From an optimization exercise on the open Yosys and OpenROAD flow, aimed at small area, a short achievable clock period and few clock cycles; shortcuts taken in it are not production practice. RTL that was checked went through simulation tests only; none was proved equivalent to the original. The flow treats the clock pin as an ideal source, which a real chip does not have.

==> nickel: inputs <==
Design frx_rx, start of the top module:
module frx_rx (
    input  wire        clk,
    input  wire        rst,           
    input  wire        in_valid,
    input  wire [7:0]  in_data,
    input  wire        in_last,
    output wire        in_ready,
    output wire        out_valid,
    output wire [7:0]  out_data,
    output wire        out_last,
    input  wire        out_ready,
    output wire [31:0] bytes_read,
    output wire [31:0] bytes_invalid,
    output wire        idle
);
    localparam [7:0] HEAD = 8'hF7;
    localparam integer DF = 8;          
    localparam integer WD = 8;          
    localparam [2:0] E_CHK  = 3'd0,     
                     E_SCAN = 3'd1,     
                     E_SKIP = 3'd2,     
                     E_FRM  = 3'd3,     
                     E_CRC  = 3'd4,     
                     E_CRCD = 3'd5;     
    function [7:0] crc8_byte(input [7:0] c, input [7:0] d);
        integer i;
        reg [7:0] r;
        begin
            r = c ^ d;
            for (i = 0; i < 8; i = i + 1)
                r = r[7] ? ((r << 1) ^ 8'h07) : (r << 1);
            crc8_byte = r;
        end
    endfunction
    function [10:0] add10(input [9:0] x, input [9:0] y);
        integer i, k;
        reg [9:0] g, p, gn, pn;
        begin
            g = x & y;
            p = x ^ y;
            for (k = 1; k < 10; k = k * 2) begin
                gn = g; pn = p;
                for (i = k; i < 10; i = i + 1) begin
                    gn[i] = g[i] | (p[i] & g[i-k]);
                    pn[i] = p[i] & p[i-k];
                end
                g = gn; p = pn;
  ...
Settings: LEC_CHECK=0, CAP_MARGIN=20, CORE_MARGIN=2, CORE_UTILIZATION=80, SLEW_MARGIN=20, SYNTH_MEMORY_MAX_BITS=16384; clock period 12.0 ns.
standard.sh (not shown) runs the stock make flow with config.mk's settings and CLKGATE_MAP_FILE= SYNTH_SCRIPT=/design/flow/synth_recipe.tcl, a recipe that flattens the netlist after the stock synthesis.
==> flow/flow/run.sh <==
#!/bin/bash
# The standard layout (the standard.sh: unchanged synthesis, floorplan,
# placement, CTS and routing) with two changes in how it is made:
#  - timing repair is asked to leave more setup slack than the default, so the
#    resizer also works on paths that already meet the clock period;
#  - clock tree synthesis clusters up to 30 sinks within 70 um per leaf buffer
#    and inserts no dummy loads.
set -euo pipefail
export SETUP_SLACK_MARGIN=8.6
export CTS_ARGS="-sink_clustering_enable -repair_clock_nets -dont_use_dummy_load -sink_clustering_size 30 -sink_clustering_max_diameter 70"
bash standard.sh > standard_flow.log 2>&1
==> tundra (differences from nickel) <==
--- a/flow/design.v
+++ b/flow/design.v
@@ -63,33 +63,33 @@
     reg [7:0]  rdat;
     reg        rlast;
     reg        in_rdy;
     reg        mid_chunk;
     wire       in_fire = in_valid & in_rdy;
     assign in_ready = in_rdy;
-    reg [9*WD-1:0] win;
+    reg [10*WD-1:0] win;
     reg [3:0]  wc;
     wire [7:0] wd0  = win[7:0];
     wire       wl0  = win[8];
-    wire       wf0  = (wd0 == HEAD);
-    wire [7:0] wd1  = win[16:9];
-    wire [7:0] wd2  = win[25:18];
-    wire [8:0] wnew = {rlast, rdat};
+    wire       wf0  = win[9];
+    wire [7:0] wd1  = win[17:10];
+    wire [7:0] wd2  = win[27:20];
+    wire [9:0] wnew = {rdat == HEAD, rlast, rdat};
     reg [2:0]  est;
     reg        resync;
     reg [2:0]  guard;
     reg [8:0]  frs;                     
     reg [7:0]  fl;                      
     reg        first;                   
     reg        flz;                     
     reg        fl1;                     
     reg [7:0]  crc;
     reg        em;                      
     reg [7:0]  cstart;
     reg        cand_live;
-    reg        inv_one, inv_fr, rd_fr;   
+    reg [8:0]  inv_add, rd_add;
     reg [9:0]  inv_lo, rd_lo;
     reg [7:0]  inv_h1, inv_h2, rd_h1, rd_h2;
     reg [5:0]  inv_h3, rd_h3;
     reg        inv_c1, inv_c2, inv_c3, rd_c1, rd_c2, rd_c3;
     reg [2047:0] ring;
     reg [7:0]  a;                       
@@ -231,22 +231,20 @@
     wire       hit_n  = act_n ? (take | eqP) : (fne ? eqH : (push & eqC));
     wire       xcmp   = act_n ? !(take | eqP) :
                         (fne ? !eqH : ((we & first) | !eqC));
     wire       rempty_n = !act_n & !fne_n & !cand_live_n;
     wire       aW     = (a == W);
     wire       eff    = fa | take | rempty;
-    wire       fa_n   = rempty_n | ((eff | aW) & xcmp);
+    wire       fa_n   = rempty_n | (eff ? xcmp : aW);
     wire [3:0] wc_n   = wc + {3'd0, rv} - {3'd0, pop};
     wire       in_rdy_n = pop ? ((wc + {3'd0, rv}) <= 4'd7) || ((wc + {3'd0, rv}) == 4'd8 && !in_fire)
                               : ((wc + {3'd0, rv}) <= 4'd6) || ((wc + {3'd0, rv}) == 4'd7 && !in_fire);
     wire       quiet  = !mid_chunk & !rv & !act & !fne & !v0 & !v1 &
                         (!wc1 || (est == E_CHK && !wc6)) &
-                        !inv_one & !inv_fr & !rd_fr &
+                        (inv_add == 9'd0) & (rd_add == 9'd0) &
                         !inv_c1 & !inv_c2 & !inv_c3 & !rd_c1 & !rd_c2 & !rd_c3;
-    wire [8:0]  inv_add = inv_fr ? frs : {8'd0, inv_one};
-    wire [8:0]  rd_add  = rd_fr ? frs : 9'd0;
     wire [10:0] inv_sum = add10(inv_lo, {1'b0, inv_add});
     wire [10:0] rd_sum  = add10(rd_lo,  {1'b0, rd_add});
     integer i;
     always @(posedge clk) begin
         ring <= {ring[2039:0], (we ? wd0 : tap)};
         if (rst) begin
@@ -255,15 +253,14 @@
             mid_chunk <= 1'b0;
             wc        <= 4'd0;
             est       <= E_CHK;
             resync    <= 1'b0;
             guard     <= 3'd0;
             cand_live <= 1'b0;
-            inv_one   <= 1'b0;
-            inv_fr    <= 1'b0;
-            rd_fr     <= 1'b0;
+            inv_add   <= 9'd0;
+            rd_add    <= 9'd0;
             inv_lo    <= 10'd0;
             rd_lo     <= 10'd0;
             inv_h1    <= 8'd0;
             inv_h2    <= 8'd0;
             inv_h3    <= 6'd0;
             rd_h1     <= 8'd0;
@@ -289,25 +286,24 @@
             if (in_fire) mid_chunk <= !in_last;
             in_rdy <= in_rdy_n;
             wc <= wc_n;
             for (i = 0; i < WD; i = i + 1) begin
                 if (pop) begin
                     if (rv && wc == i + 1)
-                        win[9*i +: 9] <= wnew;
+                        win[10*i +: 10] <= wnew;
                     else if (i < WD - 1)
-                        win[9*i +: 9] <= win[9*(i+1) +: 9];
+                        win[10*i +: 10] <= win[10*(i+1) +: 10];
                 end else if (rv && wc == i)
-                    win[9*i +: 9] <= wnew;
+                    win[10*i +: 10] <= wnew;
             end
             est       <= est_n;
             guard     <= guard_n;
             resync    <= resync_n;
             cand_live <= cand_live_n;
-            inv_one <= inc1;
-            inv_fr  <= addf_inv;
-            rd_fr   <= addf_rd;
+            inv_add <= inc1 ? 9'd1 : (addf_inv ? frs : 9'd0);
+            rd_add  <= addf_rd ? frs : 9'd0;
             inv_lo  <= inv_sum[9:0];
             inv_c1  <= inv_sum[10];
             inv_h1  <= inc8(inv_h1, inv_c1);
             inv_c2  <= inv_c1 & (&inv_h1);
             inv_h2  <= inc8(inv_h2, inv_c2);
             inv_c3  <= inv_c2 & (&inv_h2);
==> flow/flow/run.sh (replaced) <==
#!/bin/bash
# The standard layout (the standard.sh, unchanged synthesis, floorplan,
# placement, CTS and routing), with timing repair asked to leave more setup
# slack than the default, so that the resizer also works on paths that already
# meet the clock period.
set -euo pipefail
export SETUP_SLACK_MARGIN=8.0
bash standard.sh > standard_flow.log 2>&1
==> flow/config.mk (replaced) <==
export PLATFORM = sky130hd
export DESIGN_NAME = frx_rx
export DESIGN_NICKNAME = frx_rx
export VERILOG_FILES = /design/flow/design.v
export SDC_FILE = /design/flow/constraint.sdc
export NUM_CORES = 4
export LEC_CHECK = 0
export CAP_MARGIN = 20
export CORE_MARGIN = 2
export CORE_UTILIZATION = 40
export SLEW_MARGIN = 20
export SYNTH_MEMORY_MAX_BITS = 16384
==> maple (differences from nickel) <==
==> flow/flow/run.sh (replaced) <==
#!/bin/bash
# The standard layout (the standard.sh: unchanged synthesis, floorplan,
# placement, CTS and routing) with two changes in how it is made:
#  - timing repair is asked to leave more setup slack than the default, so the
#    resizer also works on paths that already meet the clock period;
#  - clock tree synthesis clusters up to 30 sinks within 70 um per leaf buffer
#    and inserts no dummy loads.
set -euo pipefail
export SETUP_SLACK_MARGIN=8.4
export CTS_ARGS="-sink_clustering_enable -repair_clock_nets -dont_use_dummy_load -sink_clustering_size 30 -sink_clustering_max_diameter 70"
bash standard.sh > standard_flow.log 2>&1
==> flow/config.mk (replaced) <==
export PLATFORM = sky130hd
export DESIGN_NAME = frx_rx
export DESIGN_NICKNAME = frx_rx
export VERILOG_FILES = /design/flow/design.v
export SDC_FILE = /design/flow/constraint.sdc
export NUM_CORES = 4
export LEC_CHECK = 0
export CAP_MARGIN = 20
export CORE_MARGIN = 2
export CORE_UTILIZATION = 65
export SLEW_MARGIN = 20
export SYNTH_MEMORY_MAX_BITS = 16384
==> qor summary <==
| item | nickel | maple | tundra |
|---|---|---|---|
| Area added between synthesis and finish | - | 8.26% | 16.9% |
| Post-synth EDFFs | 205 | 205 | 213 |
| Fill cells | - | 5374 | 12400 |
| Share of Yosys cell area claimed by the top area cell type | 0.764 | 0.764 | 0.757 |
| Min-Delay Startpoint | - | ring[1] | ring[1502] |
| Post-CTS setup buffer count | 77 | 31 | 0 |
| Area post-placement | 59100 um2 | 59300 um2 | 61000 um2 |
| Area occupied by registers | - | 49800 um2 | 50300 um2 |
| RR Endpoint | - | win[62] | fq[1] |
| Worst hold slack across all endpoints | - | 0.298 ns | 0.288 ns |
| Final #Nets | - | 3739 | 3838 |
| Run status | aborted with a tool error | finished clean | finished clean |
| Last stage reached | 5_1_grt | - | - |
| Synthesized instance count | 3467 | 3467 | 3493 |
| Count of different cell masters after synthesis | 75 | 75 | 80 |
| Post-synthesis net count | 3563 | 3563 | 3589 |
| Highest clock frequency the design can meet | - | 0.277 GHz | 0.252 GHz |
Testbench counts of nickel, summed over its fixed seeds: cycles 98,274.
Testbench counts of maple, summed over its fixed seeds: cycles 98,274.
The RTL of tundra was laid out without a check of its function.

-- static timing again, ports no longer ideal --
The flow's constraints put no driver on any port. The routed layouts listed below were extracted and timed again, unchanged, in two steps. Step 1 assumes that a clkbuf_16 drives the clock port and a buf_2 every other input. Step 2 adds t to the input delays and takes it off the output delays; t is the mean of the earliest and latest rising clock arrival at the registers after step 1. Input paths then give back, and output paths get back, about the clock's delay inside the block. Slacks: ideal / step 1 / step 2; pairs: ideal / step 1.
run | t, ns | slack for setup (ns) | worst register clock-pin slew, ns | worst data-port slew with drivers (ns)
tundra | 0.851 | 8.036 / 8.023 / 7.395 | 0.07 / 0.07 | 0.04
maple | 0.705 | 8.388 / 8.326 / 7.842 | 0.11 / 0.11 | 0.06
After both steps setup and hold are still met in every run listed. The setup slack of tundra, which loses most, moves by -0.013 ns with the drivers and by -0.641 ns with both steps.
